What follows belongs to an exercise in optimizing a design on an open flow for a short achievable clock period and few clock cycles; a production flow would make more cautious choices.
The RTL was checked by simulation tests, not by an equivalence proof against the original design.
No activity file was given, so power comes from the tool's default toggle rates.

==> flow/design.v, too long to show whole: its modules and the start of the top module <==
// module tcf: 1354 lines
module tcf (
    input  wire        clk,
    input  wire        rst,         
    input  wire        req_valid,
    input  wire        req_write,
    input  wire [7:0]  req_addr,
    input  wire [31:0] req_wdata,
    output wire        req_ready,
    output reg         resp_valid,
    output reg  [31:0] resp_rdata
);
  // ...
==> flow/run.sh <==
#!/bin/bash
# synth_recipe.tcl (not shown) runs the flow's synth.tcl, then flattens the netlist and writes it again
# the make line also repeats each setting of config.mk as NAME=value (left out here)
make -C /OpenROAD-flow-scripts/flow DESIGN_CONFIG=/design/flow/config.mk WORK_HOME=/design/flow/orfs CLKGATE_MAP_FILE= SYNTH_SCRIPT=/design/flow/synth_recipe.tcl finish
==> flow/config.mk <==
export PLATFORM = sky130hd
export DESIGN_NAME = tcf
export DESIGN_NICKNAME = tcf
export VERILOG_FILES = /design/flow/design.v
export SDC_FILE = /design/flow/constraint.sdc
export NUM_CORES = 4
export LEC_CHECK = 0
export ABC_CLOCK_PERIOD_IN_PS = 3000
export CAP_MARGIN = 20
export CORE_MARGIN = 2
export CORE_UTILIZATION = 40
export PLACE_DENSITY = 0.6
export SLEW_MARGIN = 20
==> flow/constraint.sdc <==
create_clock -name core_clock -period 10.0 [get_ports {clk}]
set_input_delay 2.0000 -clock core_clock [delete_from_list [all_inputs] [get_ports {clk}]]
set_output_delay 2.0000 -clock core_clock [all_outputs]
set_load 0.01 [all_outputs]
==> metrics list, run 1 <==
- Run status: aborted with a tool error
- The flow stopped in global routing.
- The tool reported: "[ERROR GRT-0116] Global routing finished with congestion. Check the congestion regions in the DRC Viewer".
* Chip width: 846 um
* Hold bufs inserted after CTS: 0
* Cell taking the most area after synthesis: edfxtp_1
* Post-synth top cells: nand2_1, xnor2_1, nor2_1, a21oi_1, clkbuf_1
* Synthesized flop and latch total: 3416
* Synth Area in Adders: 3.92%
* Synthesized instance count: 36800
- Post-cts repair resize count: 0
- Primary flip-flop cell chosen by synthesis mapping: edfxtp_1
* Mean cell area of the mapped netlist: 7.70 sq um
* Placed Instance Area: 0.305 sq mm
* Die height: 846 um
- Net count after synthesis: 37500
- Sequential cells were found to cover 31.3% of the synthesized design area.
* Number of enable flip-flop cells after synthesis: 2020
* Dominant combinational cell family by area after synthesis: compound AO/OA/AOI/OAI gates
- XOR/XNOR Fraction of Synth Area: 17.5%
- Count leader, synth: nand2_1
- Summing the areas of all compound-gate instances in the mapped netlist gives 20.0% of the synthesized area.
* Yosys warning count: 7
* Pin count of the biggest net entering global routing: 237
* Mapped Area: 0.283 sq mm
- Post-synth cell types: 94
- Buffers inserted during post-CTS setup optimization: 0
- Share of flip-flops with an asynchronous set or reset after synthesis: 0%
Testbench counts, summed over its fixed seeds: cycles 16,079.
==> run 2: changes to the inputs <==
--- a/flow/design.v
+++ b/flow/design.v
@@ -354,25 +354,29 @@
         reg [16:0] x0;
         reg [15:0] x1;
         begin
             x0 = {1'b0, t[15:0]} + {9'd0, t[23:16]};
             x1 = t[15:0] + {8'd0, t[23:16]} + 16'd1;
             fold24 = x0[16] ? x1 : x0[15:0];
         end
     endfunction
-    localparam integer DW = 1 + 47 + 1 + 15;    
+    localparam integer DW = 1 + 47 + 1 + 15 + 9;    
     function [DW-1:0] decode;
         input [7:0]  a;
         input [31:0] d;
         reg [46:0] oh;
         reg        ok;
         reg [14:0] op;
         reg        zero_mid, arg0, arg7, arg8;
+        reg [8:0]  noh;
         begin
+            noh = 9'd0;
+            if (d[7:4] == 4'd0 && d[3:0] <= 4'd8)
+                noh[d[3:0]] = 1'b1;
             oh = 47'd0;
             if (a[1:0] == 2'b00 && a[7:2] < 6'd47)
                 oh[a[7:2]] = 1'b1;
             oh = oh & MAPPED;
             zero_mid = (d[23:8] == 16'd0);
             arg0 = (d[7:0] == 8'd0);
             arg7 = (d[7:3] == 5'd0);
             arg8 = (d[7:4] == 4'd0) && (d[3] == 1'b0 || d[2:0] == 3'd0);
@@ -393,17 +397,17 @@
                 8'h42: begin op[O_BTCP] = 1'b1; ok = arg0; end
                 8'h43: begin op[O_BALL] = 1'b1; ok = arg0; end
                 8'h44: begin op[O_VAL]  = 1'b1; ok = arg0; end
                 8'h50: begin op[O_EMIT] = 1'b1; ok = arg7; end
                 default: ok = 1'b0;
             endcase
             ok = ok && zero_mid;
             if (!ok) op = 15'd0;
-            decode = {(oh == 47'd0), oh, ok, op};
+            decode = {(oh == 47'd0), oh, ok, op, noh};
         end
     endfunction
     reg        local_valid;
     reg        st_valid, e_illcmd, e_plovf, e_outunf, e_addr;
     reg [47:0] local_mac;
     reg [31:0] local_ip;
     reg [31:0] enc_val;
     reg [47:0] eth_dst, eth_src;
@@ -421,50 +425,62 @@
     reg [31:0] crc_state;
     reg [15:0] ck_sum;
     reg [7:0]  ck_hold;
     reg        ck_odd;
     reg [15:0] ck_res;              
     reg [31:0] pcrc;
     reg [12:0] lo_e, lo_o;
     reg [7:0]  plast;
-    reg        h_v, s_v;
-    reg        h_w, s_w;
-    reg [31:0] h_d, s_d;
-    reg [DW-1:0] h_dec, s_dec;
+    reg        s_v, i_v, h_v;
+    reg        s_w, i_w, h_w;
+    reg [7:0]  s_a, i_a;
+    reg [31:0] s_d, i_d, h_d;
+    reg [DW-1:0] h_dec;
     reg        busy;
     assign req_ready = !s_v;
-    wire acc  = req_valid && !s_v;
-    wire take = h_v && !busy;
-    wire [DW-1:0] req_dec = decode(req_addr, req_wdata);
+    wire acc    = req_valid && !s_v;
+    wire take   = h_v && !busy;
+    wire h_free = !h_v || take;
+    wire i_free = !i_v || h_free;
+    wire [DW-1:0] i_dec = decode(i_a, i_d);
     always @(posedge clk) begin
+        if (h_free) begin
+            h_v <= i_v; h_w <= i_w; h_d <= i_d; h_dec <= i_dec;
+        end
+        if (i_free) begin
+            if (s_v) begin
+                i_v <= 1'b1; i_w <= s_w; i_a <= s_a; i_d <= s_d;
+                s_v <= 1'b0;
+            end else begin
+                i_v <= acc; i_w <= req_write; i_a <= req_addr; i_d <= req_wdata;
+            end
+        end else if (!s_v) begin
+            s_v <= req_valid; s_w <= req_write; s_a <= req_addr; s_d <= req_wdata;
+        end
         if (rst) begin
             h_v <= 1'b0;
+            i_v <= 1'b0;
             s_v <= 1'b0;
-        end else if (s_v) begin
-            if (take) begin
-                h_v <= 1'b1; h_w <= s_w; h_d <= s_d; h_dec <= s_dec;
-                s_v <= 1'b0;
-            end
-        end else if (take || !h_v) begin
-            h_v <= acc; h_w <= req_write; h_d <= req_wdata; h_dec <= req_dec;
-        end else if (acc) begin
-            s_v <= 1'b1; s_w <= req_write; s_d <= req_wdata; s_dec <= req_dec;
         end
     end
     wire        h_bad = h_dec[DW-1];
     wire [46:0] h_oh  = h_dec[DW-2 -: 47];
-    wire        h_cok = h_dec[15];
-    wire [14:0] h_op  = h_dec[14:0];
+    wire        h_cok = h_dec[24];
+    wire [14:0] h_op  = h_dec[23:9];
+    wire [8:0]  h_noh = h_dec[8:0];      
     wire [7:0]  c_arg = h_d[7:0];
     wire t_wr  = take && h_w;
     wire t_rd  = take && !h_w;
     wire t_cmd = t_wr && h_oh[R_CMD];
     wire t_op_ok = t_cmd && h_cok;
     wire do_srst = t_op_ok && h_op[O_SRST];
+    wire pclr    = t_op_ok && h_op[O_PCLR];
+    reg  rst_r, srst_r;
+    wire big_rst = rst_r || srst_r;
     wire [8*43-1:0] hdr;    
     assign hdr[8*0  +: 8] = tcp_sport[15:8];
     assign hdr[8*1  +: 8] = tcp_sport[7:0];
     assign hdr[8*2  +: 8] = tcp_dport[15:8];
     assign hdr[8*3  +: 8] = tcp_dport[7:0];
     assign hdr[8*4  +: 8] = tcp_seq[7:0];
     assign hdr[8*5  +: 8] = tcp_ack[7:0];
     assign hdr[8*6  +: 8] = tcp_doff[7:0];
@@ -560,70 +576,86 @@
         if (h_oh[R_OUT_DATA])  rd_data = rd_data | {24'd0, outq[7:0] & {8{out_nz}}};
         if (h_oh[R_CRC_STATE]) rd_data = rd_data | crc_state;
         if (h_oh[R_CRC_RES])   rd_data = rd_data | ~crc_state;
         if (h_oh[R_CK_STATE])  rd_data = rd_data | {7'd0, ck_odd, ck_hold, ck_sum};
         if (h_oh[R_CK_RES])    rd_data = rd_data | {16'd0, ck_res};
     end
     reg        enc2;        
     wire [3:0] enc_n   = c_arg[3:0];
-    wire [7:0] enc_sum = {1'b0, plen} + {4'd0, enc_n};
-    wire       enc_ovf = enc_sum > 8'd64;
+    wire       enc_ovf = |(h_noh[8:1] & {pth[56], pth[57], pth[58], pth[59],
+                                         pth[60], pth[61], pth[62], pth[63]});
+    wire       enc_big = |h_noh[8:5];
     wire       t_pdata = t_wr && h_oh[R_PDATA];
     wire       t_enc   = t_op_ok && h_op[O_ENC];
     reg [2:0]  app_k;
     reg [31:0] app_b;
     always @(*) begin
         app_k = 3'd0;
         app_b = 32'd0;
         if (busy) begin
             if (enc2) begin
                 app_k = 3'd4;
                 app_b = enc_val;
             end
         end else if (t_pdata && !ploh[MAX_SEG]) begin
             app_k = 3'd1;
             app_b = {h_d[7:0], 24'd0};
         end else if (t_enc && !enc_ovf) begin
-            if (enc_n > 4'd4) begin
+            if (enc_big) begin
                 app_k = enc_n[2:0] - 3'd4;        
                 app_b = 32'd0;
             end else begin
                 app_k = enc_n[2:0];
                 case (enc_n[2:0])
                     3'd1: app_b = {enc_val[7:0], 24'd0};
                     3'd2: app_b = {enc_val[15:0], 16'd0};
                     3'd3: app_b = {enc_val[23:0], 8'd0};
                     default: app_b = enc_val;
                 endcase
             end
         end
     end
     wire [7:0] ab0 = app_b[31:24], ab1 = app_b[23:16], ab2 = app_b[15:8], ab3 = app_b[7:0];
-    wire [31:0] pc1 = crcx_1(pcrc, ab0);
-    wire [31:0] pc2 = crcx_2(pcrc, app_b[31:16]);
-    wire [31:0] pc3 = crcx_3(pcrc, app_b[31:8]);
-    wire [31:0] pc4 = crcx_4(pcrc, app_b);
-    reg  [31:0] app_crc;
     reg  [7:0]  app_last;
     reg  [7:0]  x_a, x_b, x_c, x_d;    
     always @(*) begin
         case (app_k)
-            3'd1: begin app_crc = pc1; app_last = ab0; end
-            3'd2: begin app_crc = pc2; app_last = ab1; end
-            3'd3: begin app_crc = pc3; app_last = ab2; end
-            default: begin app_crc = pc4; app_last = ab3; end
+            3'd1: app_last = ab0;
+            3'd2: app_last = ab1;
+            3'd3: app_last = ab2;
+            default: app_last = ab3;
         endcase
         x_a = ploh[0] ? 8'd0 : plast;
         x_b = (app_k >= 3'd2) ? ab0 : 8'd0;
         x_c = (app_k >= 3'd3) ? ab1 : 8'd0;
         x_d = (app_k >= 3'd4) ? ab2 : 8'd0;
     end
-    wire [12:0] app_lo_e = lo_e + (plen[0] ? {5'd0, x_a} + {5'd0, x_c} : {5'd0, x_b} + {5'd0, x_d});
-    wire [12:0] app_lo_o = lo_o + (plen[0] ? {5'd0, x_b} + {5'd0, x_d} : {5'd0, x_a} + {5'd0, x_c});
+    reg        ap_v;
+    reg [2:0]  ap_k;
+    reg [31:0] ap_b;
+    reg        ap_par;
+    reg [7:0]  ap_xa, ap_xb, ap_xc, ap_xd;
+    wire [31:0] pc1 = crcx_1(pcrc, ap_b[31:24]);
+    wire [31:0] pc2 = crcx_2(pcrc, ap_b[31:16]);
+    wire [31:0] pc3 = crcx_3(pcrc, ap_b[31:8]);
+    wire [31:0] pc4 = crcx_4(pcrc, ap_b);
+    reg  [31:0] app_crc;
+    always @(*) begin
+        case (ap_k)
+            3'd1: app_crc = pc1;
+            3'd2: app_crc = pc2;
+            3'd3: app_crc = pc3;
+            default: app_crc = pc4;
+        endcase
+    end
+    wire [8:0] ap_sac = {1'b0, ap_xa} + {1'b0, ap_xc};
+    wire [8:0] ap_sbd = {1'b0, ap_xb} + {1'b0, ap_xd};
+    wire [12:0] app_lo_e = lo_e + {4'd0, ap_par ? ap_sac : ap_sbd};
+    wire [12:0] app_lo_o = lo_o + {4'd0, ap_par ? ap_sbd : ap_sac};
     reg [8*MAX_SEG-1:0] app_pbuf;
     integer j;
     always @(*) begin
         app_pbuf = pbuf;
         for (j = 0; j < MAX_SEG; j = j + 1) begin
             if (ploh[j] && app_k >= 3'd1)
                 app_pbuf[8*j +: 8] = ab0;
             if (j >= 1 && ploh[(j + 64) % 65] && app_k >= 3'd2)
@@ -736,87 +768,94 @@
     always @(*) begin
         if (crc_todo[0])      crc_blk = cb_tcph;
         else if (crc_todo[1]) crc_blk = cb_iph;
         else if (crc_todo[2]) crc_blk = cb_eth;
         else if (crc_todo[3]) crc_blk = cb_pay;
         else                  crc_blk = cb_fcs;
     end
     reg        kv1, kv2, kv3, kv4;
-    reg [2:0]  k_sel;
-    reg        k_fz, k_noiph, k_wcrc;
+    reg        k_wcrc;
     reg [1:0]  k_dest;
     reg        tcp_after;
-    reg        kodd0, klenz, knodd, kexcl, kph;
-    reg [7:0]  kh0;
-    reg [15:0] ks0;
-    reg [6:0]  klen;
-    reg        in_tcph, in_iph, in_eth, in_pay, in_fcs, last_pay;
-    reg [42:0] kmask;
-    reg [12:0] k_pay_e, k_pay_o;
-    reg [7:0]  k_x_e, k_x_o, k_f1_e, k_f1_o, k_f2_e, k_f2_o, k_h_e, k_h_o;
-    reg [7:0]  klast;
-    always @(*) begin
-        kodd0 = k_fz ? 1'b0 : ck_odd;
-        kh0   = k_fz ? 8'd0 : ck_hold;
-        ks0   = k_fz ? 16'd0 : ck_sum;
-        case (k_sel)
-            3'd0: klen = plen;
-            3'd1: klen = plen + 7'd14;
-            3'd2: klen = plen + 7'd18;
-            3'd3: klen = 7'd16;
-            3'd4: klen = 7'd16;
-            3'd5: klen = plen + 7'd34;
-            3'd6: klen = 7'd13;
-            default: klen = plen + 7'd47;
-        endcase
-        klenz = (k_sel == 3'd0) && ploh[0];
-        knodd = kodd0 ^ klen[0];
-        kexcl = knodd && !klenz;
-        kph   = (k_sel[2:1] != 2'b11) ^ kodd0;    
-        in_tcph = (k_sel == 3'd6) || (k_sel == 3'd7);
-        in_iph  = ((k_sel == 3'd3) || (k_sel == 3'd4) || (k_sel == 3'd5) || (k_sel == 3'd7)) && !k_noiph;
-        in_eth  = (k_sel == 3'd1) || (k_sel == 3'd2) || (k_sel == 3'd5) || (k_sel == 3'd7);
-        in_pay  = (k_sel == 3'd0) || (k_sel == 3'd1) || (k_sel == 3'd2) || (k_sel == 3'd5) || (k_sel == 3'd7);
-        in_fcs  = (k_sel == 3'd2) || (k_sel == 3'd5) || (k_sel == 3'd7);
-        last_pay = (k_sel == 3'd0) || (k_sel == 3'd1);
-        kmask = {{14{in_eth}}, {16{in_iph}}, {13{in_tcph}}};
-        if (k_sel == 3'd3) begin kmask[19] = 1'b0; kmask[20] = 1'b0; end
-        if (kexcl && (k_sel == 3'd3 || k_sel == 3'd4)) kmask[28] = 1'b0;
-        if (kexcl && k_sel == 3'd6) kmask[12] = 1'b0;
-        if (kexcl && k_sel == 3'd1 && ploh[0]) kmask[42] = 1'b0;
-        k_pay_e = in_pay ? lo_o : 13'd0;
-        k_pay_o = in_pay ? lo_e : 13'd0;
-        k_x_e = 8'd0; k_x_o = 8'd0;
-        if (in_pay && !ploh[0] && !(kexcl && last_pay)) begin
-            if (plen[0]) k_x_o = plast; else k_x_e = plast;
-        end
-        k_f1_e = 8'd0; k_f1_o = 8'd0; k_f2_e = 8'd0; k_f2_o = 8'd0;
-        if (in_fcs) begin
-            if (plen[0]) begin
-                k_f1_e = eth_fcs[31:24]; k_f2_e = eth_fcs[15:8];
-                k_f1_o = eth_fcs[23:16]; k_f2_o = kexcl ? 8'd0 : eth_fcs[7:0];
-            end else begin
-                k_f1_o = eth_fcs[31:24]; k_f2_o = eth_fcs[15:8];
-                k_f1_e = eth_fcs[23:16]; k_f2_e = kexcl ? 8'd0 : eth_fcs[7:0];
+    localparam integer KW = 43 + 17;
+    function [KW-1:0] kctl;
+        input [2:0] sel;
+        input       fz, noiph, p0, pz, codd;
+        reg kodd0, lpar, klenz, knodd, kexcl, kph;
+        reg in_tcph, in_iph, in_eth, in_pay, in_fcs, last_pay;
+        reg [42:0] m;
+        reg x_e, x_o, h_e, h_o;
+        reg [5:0] lsel;    
+        begin
+            kodd0 = fz ? 1'b0 : codd;
+            case (sel)
+                3'd3, 3'd4: lpar = 1'b0;
+                3'd6:       lpar = 1'b1;
+                3'd7:       lpar = !p0;
+                default:    lpar = p0;
+            endcase
+            klenz = (sel == 3'd0) && pz;
+            knodd = kodd0 ^ lpar;
+            kexcl = knodd && !klenz;
+            kph   = (sel[2:1] != 2'b11) ^ kodd0;    
+            in_tcph = (sel == 3'd6) || (sel == 3'd7);
+            in_iph  = ((sel == 3'd3) || (sel == 3'd4) || (sel == 3'd5) || (sel == 3'd7)) && !noiph;
+            in_eth  = (sel == 3'd1) || (sel == 3'd2) || (sel == 3'd5) || (sel == 3'd7);
+            in_pay  = (sel == 3'd0) || (sel == 3'd1) || (sel == 3'd2) || (sel == 3'd5) || (sel == 3'd7);
+            in_fcs  = (sel == 3'd2) || (sel == 3'd5) || (sel == 3'd7);
+            last_pay = (sel == 3'd0) || (sel == 3'd1);
+            m = {{14{in_eth}}, {16{in_iph}}, {13{in_tcph}}};
+            if (sel == 3'd3) begin m[19] = 1'b0; m[20] = 1'b0; end
+            if (kexcl && (sel == 3'd3 || sel == 3'd4)) m[28] = 1'b0;
+            if (kexcl && sel == 3'd6) m[12] = 1'b0;
+            if (kexcl && sel == 3'd1 && pz) m[42] = 1'b0;
+            x_e = 1'b0; x_o = 1'b0;
+            if (in_pay && !pz && !(kexcl && last_pay)) begin
+                if (p0) x_o = 1'b1; else x_e = 1'b1;
             end
+            h_e = 1'b0; h_o = 1'b0;
+            if (kodd0 && !klenz) begin
+                if (kph) h_o = 1'b1; else h_e = 1'b1;
+            end
+            lsel = 6'd0;
+            if (klenz) lsel[5] = 1'b1;
+            else case (sel)
+                3'd0: lsel[4] = 1'b1;
+                3'd1: if (pz) lsel[3] = 1'b1; else lsel[4] = 1'b1;
+                3'd3, 3'd4: lsel[2] = 1'b1;
+                3'd6: lsel[1] = 1'b1;
+                default: lsel[0] = 1'b1;
+            endcase
+            if (!knodd) lsel = 6'd0;    
+            kctl = {m, in_pay, x_e, x_o, in_fcs, p0, kexcl, h_e, h_o, knodd, kph, lsel, fz};
         end
-        k_h_e = 8'd0; k_h_o = 8'd0;
-        if (kodd0 && !klenz) begin
-            if (kph) k_h_o = kh0; else k_h_e = kh0;
-        end
-        if (klenz) klast = kh0;
-        else case (k_sel)
-            3'd0: klast = plast;
-            3'd1: klast = ploh[0] ? eth_type[7:0] : plast;
-            3'd3, 3'd4: klast = ip_dst[7:0];
-            3'd6: klast = tcp_urg[7:0];
-            default: klast = eth_fcs[7:0];
-        endcase
-    end
+    endfunction
+    reg [KW-1:0] kc;
+    wire [42:0] kmask   = kc[KW-1 -: 43];
+    wire        kc_pay  = kc[16], kc_xe = kc[15], kc_xo = kc[14];
+    wire        kc_fcs  = kc[13], kc_fp = kc[12], kc_fx = kc[11];
+    wire        kc_he   = kc[10], kc_ho = kc[9];
+    wire        knodd   = kc[8],  kph   = kc[7];
+    wire [5:0]  kc_last = kc[6:1];
+    wire        kc_fz   = kc[0];
+    wire [15:0] ks0     = kc_fz ? 16'd0 : ck_sum;
+    wire [12:0] k_pay_e = kc_pay ? lo_o : 13'd0;
+    wire [12:0] k_pay_o = kc_pay ? lo_e : 13'd0;
+    wire [7:0]  k_x_e   = kc_xe ? plast : 8'd0;
+    wire [7:0]  k_x_o   = kc_xo ? plast : 8'd0;
+    wire [7:0]  k_f1_e  = !kc_fcs ? 8'd0 : kc_fp ? eth_fcs[31:24] : eth_fcs[23:16];
+    wire [7:0]  k_f2_e  = !kc_fcs ? 8'd0 : kc_fp ? eth_fcs[15:8] : (kc_fx ? 8'd0 : eth_fcs[7:0]);
+    wire [7:0]  k_f1_o  = !kc_fcs ? 8'd0 : kc_fp ? eth_fcs[23:16] : eth_fcs[31:24];
+    wire [7:0]  k_f2_o  = !kc_fcs ? 8'd0 : kc_fp ? (kc_fx ? 8'd0 : eth_fcs[7:0]) : eth_fcs[15:8];
+    wire [7:0]  k_h_e   = kc_he ? ck_hold : 8'd0;
+    wire [7:0]  k_h_o   = kc_ho ? ck_hold : 8'd0;
+    wire [7:0]  klast   = ({8{kc_last[5]}} & ck_hold) | ({8{kc_last[4]}} & plast) |
+                          ({8{kc_last[3]}} & eth_type[7:0]) | ({8{kc_last[2]}} & ip_dst[7:0]) |
+                          ({8{kc_last[1]}} & tcp_urg[7:0]) | ({8{kc_last[0]}} & eth_fcs[7:0]);
     wire [14:0] ke_i0 = {7'd0, {8{kmask[0]}} & hdr[0 +: 8]};
     wire [14:0] ke_i1 = {7'd0, {8{kmask[2]}} & hdr[16 +: 8]};
     wire [14:0] ke_i2 = {7'd0, {8{kmask[4]}} & hdr[32 +: 8]};
     wire [14:0] ke_i3 = {7'd0, {8{kmask[6]}} & hdr[48 +: 8]};
     wire [14:0] ke_i4 = {7'd0, {8{kmask[8]}} & hdr[64 +: 8]};
     wire [14:0] ke_i5 = {7'd0, {8{kmask[10]}} & hdr[80 +: 8]};
     wire [14:0] ke_i6 = {7'd0, {8{kmask[12]}} & hdr[96 +: 8]};
     wire [14:0] ke_i7 = {7'd0, {8{kmask[14]}} & hdr[112 +: 8]};
@@ -1090,38 +1129,38 @@
     end
     reg        ckd, ckr;      
     reg [7:0]  ckd_byte;
     reg [4:0]  ncrc_todo;
     reg        nkv1, nkv2, nkv3, nkv4, nenc2, nckd, nckr, ntcp_after;
     always @(posedge clk) begin
         zm <= zm_next;
         resp_valid <= 1'b0;
-        if (rst || do_srst) begin
+        rst_r <= rst;
+        srst_r <= do_srst && !rst;
+        if (big_rst) begin
             local_valid <= 1'b0;
             st_valid <= 1'b0; e_illcmd <= 1'b0; e_plovf <= 1'b0;
             e_outunf <= 1'b0; e_addr <= 1'b0;
             local_mac <= 48'd0; local_ip <= 32'd0; enc_val <= 32'd0;
             eth_dst <= 48'd0; eth_src <= 48'd0; eth_type <= 32'd0; eth_fcs <= 32'd0;
             ip_ver <= 32'd0; ip_totlen <= 32'd0; ip_id <= 32'd0; ip_ttl <= 32'd0;
             ip_csum <= 32'd0; ip_src <= 32'd0; ip_dst <= 32'd0;
             tcp_sport <= 32'd0; tcp_dport <= 32'd0; tcp_seq <= 32'd0; tcp_ack <= 32'd0;
             tcp_doff <= 32'd0; tcp_rsvd <= 32'd0; tcp_flags <= 32'd0; tcp_win <= 32'd0;
             tcp_csum <= 32'd0; tcp_urg <= 32'd0;
-            plen <= 7'd0; ploh <= 65'd1; pth <= 64'd0;
-            pcrc <= 32'd0; lo_e <= 13'd0; lo_o <= 13'd0; plast <= 8'd0;
             out_len <= 7'd0; out_nz <= 1'b0;
             crc_state <= 32'hFFFFFFFF;
             ck_sum <= 16'd0; ck_hold <= 8'd0; ck_odd <= 1'b0; ck_res <= 16'hFFFF;
             busy <= 1'b0;
             crc_todo <= 5'd0; c_zero_ip <= 1'b0; c_fcsout <= 1'b0;
             kv1 <= 1'b0; kv2 <= 1'b0; kv3 <= 1'b0; kv4 <= 1'b0;
-            k_sel <= 3'd0; k_fz <= 1'b0; k_noiph <= 1'b0; k_wcrc <= 1'b0; k_dest <= K_FEED;
+            k_wcrc <= 1'b0; k_dest <= K_FEED;
             tcp_after <= 1'b0; enc2 <= 1'b0; ckd <= 1'b0; ckr <= 1'b0;
-            resp_valid <= !rst;
+            resp_valid <= srst_r;
             resp_rdata <= 32'd0;
         end else if (busy) begin
             ncrc_todo = crc_todo;
             nkv1 = kv1 && !k1_go; nkv2 = 1'b0; nkv3 = 1'b0; nkv4 = 1'b0;
             nenc2 = 1'b0; nckd = 1'b0; nckr = 1'b0; ntcp_after = tcp_after;
             if (crc_todo != 5'd0) begin
                 crc_state <= crc_blk;
                 if (crc_todo[0])      ncrc_todo[0] = 1'b0;
@@ -1131,25 +1170,26 @@
                     ncrc_todo[3] = 1'b0;
                     if (c_fcsout) eth_fcs <= ~crc_blk;
                 end else ncrc_todo[4] = 1'b0;
             end
             if (k1_go) begin
                 ka_e0 <= ke_r0; ka_e1 <= ke_r1; ka_e2 <= ke_r2; ka_e3 <= ke_r3;
                 ka_o0 <= ko_r0; ka_o1 <= ko_r1; ka_o2 <= ko_r2; ka_o3 <= ko_r3;
                 ka_s0 <= ks0;
-                ka_hold <= knodd ? klast : 8'd0;
+                ka_hold <= klast;
                 ka_odd <= knodd;
                 ka_ph <= kph;
                 ka_dest <= k_dest;
                 nkv2 = 1'b1;
                 if (tcp_after) begin
                     ntcp_after = 1'b0;
                     nkv1 = 1'b1;
-                    k_sel <= 3'd7; k_fz <= 1'b1; k_noiph <= 1'b1; k_wcrc <= 1'b1;
+                    kc <= kctl(3'd7, 1'b1, 1'b1, plen[0], ploh[0], 1'b0);
+                    k_wcrc <= 1'b1;
                     k_dest <= K_TCP;
                 end
             end
             if (kv2) begin
                 kb_hi <= ka_ph ? kb_o : kb_e;
                 kb_lo <= ka_ph ? kb_e : kb_o;
                 kb_s0 <= ka_s0; kb_hold <= ka_hold; kb_odd <= ka_odd; kb_dest <= ka_dest;
                 nkv3 = 1'b1;
@@ -1238,32 +1278,32 @@
                     ckd <= 1'b1;
                     busy <= 1'b1;
                     resp_valid <= 1'b0;
                 end
                 if (h_oh[R_CMD] && !h_cok)
                     e_illcmd <= 1'b1;
             end
             if (t_op_ok) begin
+                if (h_op[O_SRST]) begin
+                    busy <= 1'b1;
+                    resp_valid <= 1'b0;
+                end
                 if (h_op[O_CLR]) begin
                     e_illcmd <= 1'b0; e_plovf <= 1'b0;
                     e_outunf <= 1'b0; e_addr <= 1'b0;
                 end
-                if (h_op[O_PCLR]) begin
-                    plen <= 7'd0; ploh <= 65'd1; pth <= 64'd0;
-                    pcrc <= 32'd0; lo_e <= 13'd0; lo_o <= 13'd0; plast <= 8'd0;
-                end
                 if (h_op[O_CRCI]) crc_state <= 32'hFFFFFFFF;
                 if (h_op[O_CKI]) begin
                     ck_sum <= 16'd0; ck_hold <= 8'd0; ck_odd <= 1'b0; ck_res <= 16'hFFFF;
                 end
                 if (h_op[O_ENC]) begin
                     if (enc_ovf)
                         e_plovf <= 1'b1;
-                    else if (enc_n > 4'd4) begin
+                    else if (enc_big) begin
                         enc2 <= 1'b1;
                         busy <= 1'b1;
                         resp_valid <= 1'b0;
                     end
                 end
                 if (h_op[O_CRCF]) begin
                     case (c_arg[2:0])
                         3'd0: crc_todo <= 5'b01000;
@@ -1276,18 +1316,18 @@
                         default: crc_todo <= 5'b11111;
                     endcase
                     c_zero_ip <= (c_arg[2:0] == 3'd3);
                     c_fcsout <= 1'b0;
                     busy <= 1'b1;
                     resp_valid <= 1'b0;
                 end
                 if (h_op[O_CKF]) begin
-                    kv1 <= 1'b1; k_sel <= c_arg[2:0]; k_fz <= 1'b0;
-                    k_noiph <= 1'b0; k_wcrc <= 1'b0; k_dest <= K_FEED;
+                    kv1 <= 1'b1; kc <= kctl(c_arg[2:0], 1'b0, 1'b0, plen[0], ploh[0], ck_odd);
+                    k_wcrc <= 1'b0; k_dest <= K_FEED;
                     busy <= 1'b1;
                     resp_valid <= 1'b0;
                 end
                 if (h_op[O_BETH] || h_op[O_BALL]) begin
                     eth_dst  <= local_valid ? local_mac : 48'd0;
                     eth_src  <= local_valid ? local_mac : 48'd0;
                     eth_type <= 32'h0000_0800;
                     crc_state <= 32'hFFFFFFFF;
@@ -1299,31 +1339,31 @@
                 end
                 if (h_op[O_BIP] || h_op[O_BALL]) begin
                     ip_ver    <= 32'd4;
                     ip_totlen <= {25'd0, plen} + 32'd34;
                     ip_id     <= 32'd0;
                     ip_ttl    <= 32'd64;
                     ip_src    <= local_valid ? local_ip : 32'd0;
                     ip_dst    <= local_valid ? local_ip : 32'd0;
-                    kv1 <= 1'b1; k_sel <= 3'd3; k_fz <= 1'b1;
-                    k_noiph <= 1'b0; k_wcrc <= 1'b0; k_dest <= K_IP;
+                    kv1 <= 1'b1; kc <= kctl(3'd3, 1'b1, 1'b0, plen[0], ploh[0], 1'b0);
+                    k_wcrc <= 1'b0; k_dest <= K_IP;
                     busy <= 1'b1;
                     resp_valid <= 1'b0;
                 end
                 if (h_op[O_BTCP] || h_op[O_BALL]) begin
                     tcp_ack  <= 32'd0;
                     tcp_doff <= 32'd5;
                     tcp_rsvd <= 32'd0;
                     tcp_win  <= 32'h0000_FFFF;
                     tcp_urg  <= 32'd0;
                 end
                 if (h_op[O_BTCP] || h_op[O_VAL]) begin
-                    kv1 <= 1'b1; k_sel <= 3'd7; k_fz <= 1'b1;
-                    k_noiph <= 1'b0; k_wcrc <= 1'b0;
+                    kv1 <= 1'b1; kc <= kctl(3'd7, 1'b1, 1'b0, plen[0], ploh[0], 1'b0);
+                    k_wcrc <= 1'b0;
                     k_dest <= h_op[O_VAL] ? K_VAL : K_TCP;
                     busy <= 1'b1;
                     resp_valid <= 1'b0;
                 end
                 tcp_after <= h_op[O_BALL];
                 if (h_op[O_EMIT]) begin
                     outq <= emit_q;
                     out_len <= emit_len;
@@ -1335,20 +1375,40 @@
                     e_outunf <= 1'b1;
                 else begin
                     outq <= outq >> 8;
                     out_len <= out_len - 7'd1;
                     out_nz <= (out_len != 7'd1);
                 end
             end
         end
-        if (!rst && !do_srst && app_k != 3'd0) begin
+        ap_v <= 1'b0;
+        if (ap_v) begin
+            pcrc <= app_crc;
+            lo_e <= app_lo_e;
+            lo_o <= app_lo_o;
+        end
+        if (app_k != 3'd0) begin
             pbuf  <= app_pbuf;
             plen  <= plen + {4'd0, app_k};
             ploh  <= ploh << app_k;
             pth   <= (pth << app_k) | ((64'd1 << app_k) - 64'd1);
-            pcrc  <= app_crc;
-            lo_e  <= app_lo_e;
-            lo_o  <= app_lo_o;
             plast <= app_last;
+            ap_v  <= 1'b1;
+            ap_k  <= app_k;
+            ap_b  <= app_b;
+            ap_par <= plen[0];
+            ap_xa <= x_a; ap_xb <= x_b; ap_xc <= x_c; ap_xd <= x_d;
+        end
+        if (big_rst || pclr) begin
+            plen <= 7'd0; ploh <= 65'd1; pth <= 64'd0;
+            pcrc <= 32'd0; lo_e <= 13'd0; lo_o <= 13'd0; plast <= 8'd0;
+            ap_v <= 1'b0;
+        end
+        if (rst) begin
+            busy <= 1'b0;
+            crc_todo <= 5'd0;
+            kv1 <= 1'b0; kv2 <= 1'b0; kv3 <= 1'b0; kv4 <= 1'b0;
+            tcp_after <= 1'b0; enc2 <= 1'b0; ckd <= 1'b0; ckr <= 1'b0;
+            resp_valid <= 1'b0;
         end
     end
 endmodule
--- a/flow/config.mk
+++ b/flow/config.mk
@@ -5,9 +5,10 @@
 export SDC_FILE = /design/flow/constraint.sdc
 export NUM_CORES = 4
 export LEC_CHECK = 0
 export ABC_CLOCK_PERIOD_IN_PS = 3000
 export CAP_MARGIN = 20
 export CORE_MARGIN = 2
 export CORE_UTILIZATION = 40
 export PLACE_DENSITY = 0.6
+export SETUP_SLACK_MARGIN = 5
 export SLEW_MARGIN = 20
==> metrics list, run 2 <==
- The maximum count of clock buffers along a single path came to 4 (unchanged).
* Number of enable flip-flop cells after synthesis: 1910 (was 2020)
- Net count after synthesis: 35800 (was 37500)
- Root Driver: clkbuf_16 (unchanged)
* Pre-CTS WS: 3940 ps (was 2220 ps)
- The yosys synthesis warning count is 7 (unchanged).
- Synthesized instance count: 35100 (was 36800)
* Count of input and output buffers: 77 (unchanged)
* Post-synth top cells: nand2_1, xnor2_1, nor2_1, a21oi_1, clkbuf_1 (unchanged)
* Placed Instance Area: 0.304 sq mm (was 0.305 sq mm)
- The terminating stage of the flow is global routing (unchanged).
- Run status: aborted with a tool error (unchanged)
* Depth of the CTS H-tree: 5 (unchanged)
- The count of distinct cell types in the synthesized netlist was 97 (was 94).
- The I/O pin total was 78 (unchanged).
- Mean cell area of the mapped netlist: 8.04 sq um (was 7.70 sq um)
- Die height: 844 um (was 846 um)
- The standard-cell row count is 308 (was 309).
- Tool error message: [ERROR GRT-0116] Global routing finished with congestion. Check the congestion regions in the DRC Viewer (unchanged).
- The library cell with the largest summed area after synthesis was edfxtp_1 (unchanged).
- The detailed placement HPWL was 2000 mm (was 1980 mm).
- The dominant synthesized flop cell is edfxtp_1 (unchanged).
- Count leader, synth: nand2_1 (unchanged)
- Entering global routing, the biggest net connects 197 pins.
- Mapped Area: 0.282 sq mm (was 0.283 sq mm)
* Hold bufs inserted after CTS: 0 (unchanged)
* Clock Sinks: 3508 (was 3416)
- The number of buffers created by CTS came to 430 (was 419).
- Share of flip-flops with an asynchronous set or reset after synthesis: 0% (unchanged)
- Initial Util: 40.1% (about the same)
- The width of the die was 844 um (was 846 um).
- Portion of the post-synthesis area used by sequential elements: 31.7% (was 31.3%)
* Area share of the leading cell type in the synthesized netlist: 20.3% (was 21.4%)
* GPL Wtd Cong: 1.42 (was 1.47)
- The flip-flop and latch count after synthesis is 3508 (was 3416).
* Synth area leaders: edfxtp_1, xnor2_1, dfxtp_1, nand2_1, a21oi_1 (unchanged)
-- run 2: cell types whose count changed after synthesis, moves of 123 or more --
| cell | previous run | this run |
|---|---|---|
| nand2_1 | 6371 | 5525 |
| a211oi_1 | 933 | 124 |
| o21ai_0 | 1962 | 1414 |
| mux2i_1 | 425 | 970 |
| a22oi_1 | 386 | 879 |
| clkbuf_1 | 3189 | 2774 |
| a221oi_1 | 404 | 804 |
| a21oi_1 | 3497 | 3170 |
| buf_2 | 13 | 248 |
| dfxtp_1 | 1396 | 1598 |
| xnor2_1 | 4361 | 4171 |
| o22ai_1 | 343 | 220 |
-- run 2: cells by family after synthesis --
kind of cell               Yosys count  synth area share, %
buffers and inverters             4002                 5.50
DFF                               3508                 31.7
AOI/OAI and AO/OA                 8094                 18.1
adders and majority gates          635                 3.91
and+or+nand+nor                  12300                 18.9
xor gates and xnor gates          5536                 18.2
muxes                             1037                 3.71
-- run 2: worst max path at each step --
| stage | end |
|---|---|
| CTS | crc_state[4] |
| floorplan | outq[0] |
| detailed placement | ap_b[11] |
| global placement | crc_state[29] |
-- run 2: power by group through the flow --
| stage | clock [uW] | sequential [uW] | combinational (uW) |
|---|---|---|---|
| floorplan | 0 | 15500 | 1120 |
| global placement | 0 | 15500 | 2270 |
| detailed placement | 0 | 15500 | 2270 |
| CTS | 17300 | 15200 | 2310 |
-- run 2: stage by stage --
step	utilization, %	std cells
after CTS	45.5	44000
after detailed placement	43.2	43200
after global placement	43.1	43200
after floorplan	-	35100
-- run 2: repair_timing --
action                                  in CTS
endpoints found under the setup margin    1447
buffers inserted                            24
gates cloned                                 3
pin swaps                                   10
resized for setup                          122
Testbench counts of run 2, summed over its fixed seeds: cycles 16,087.
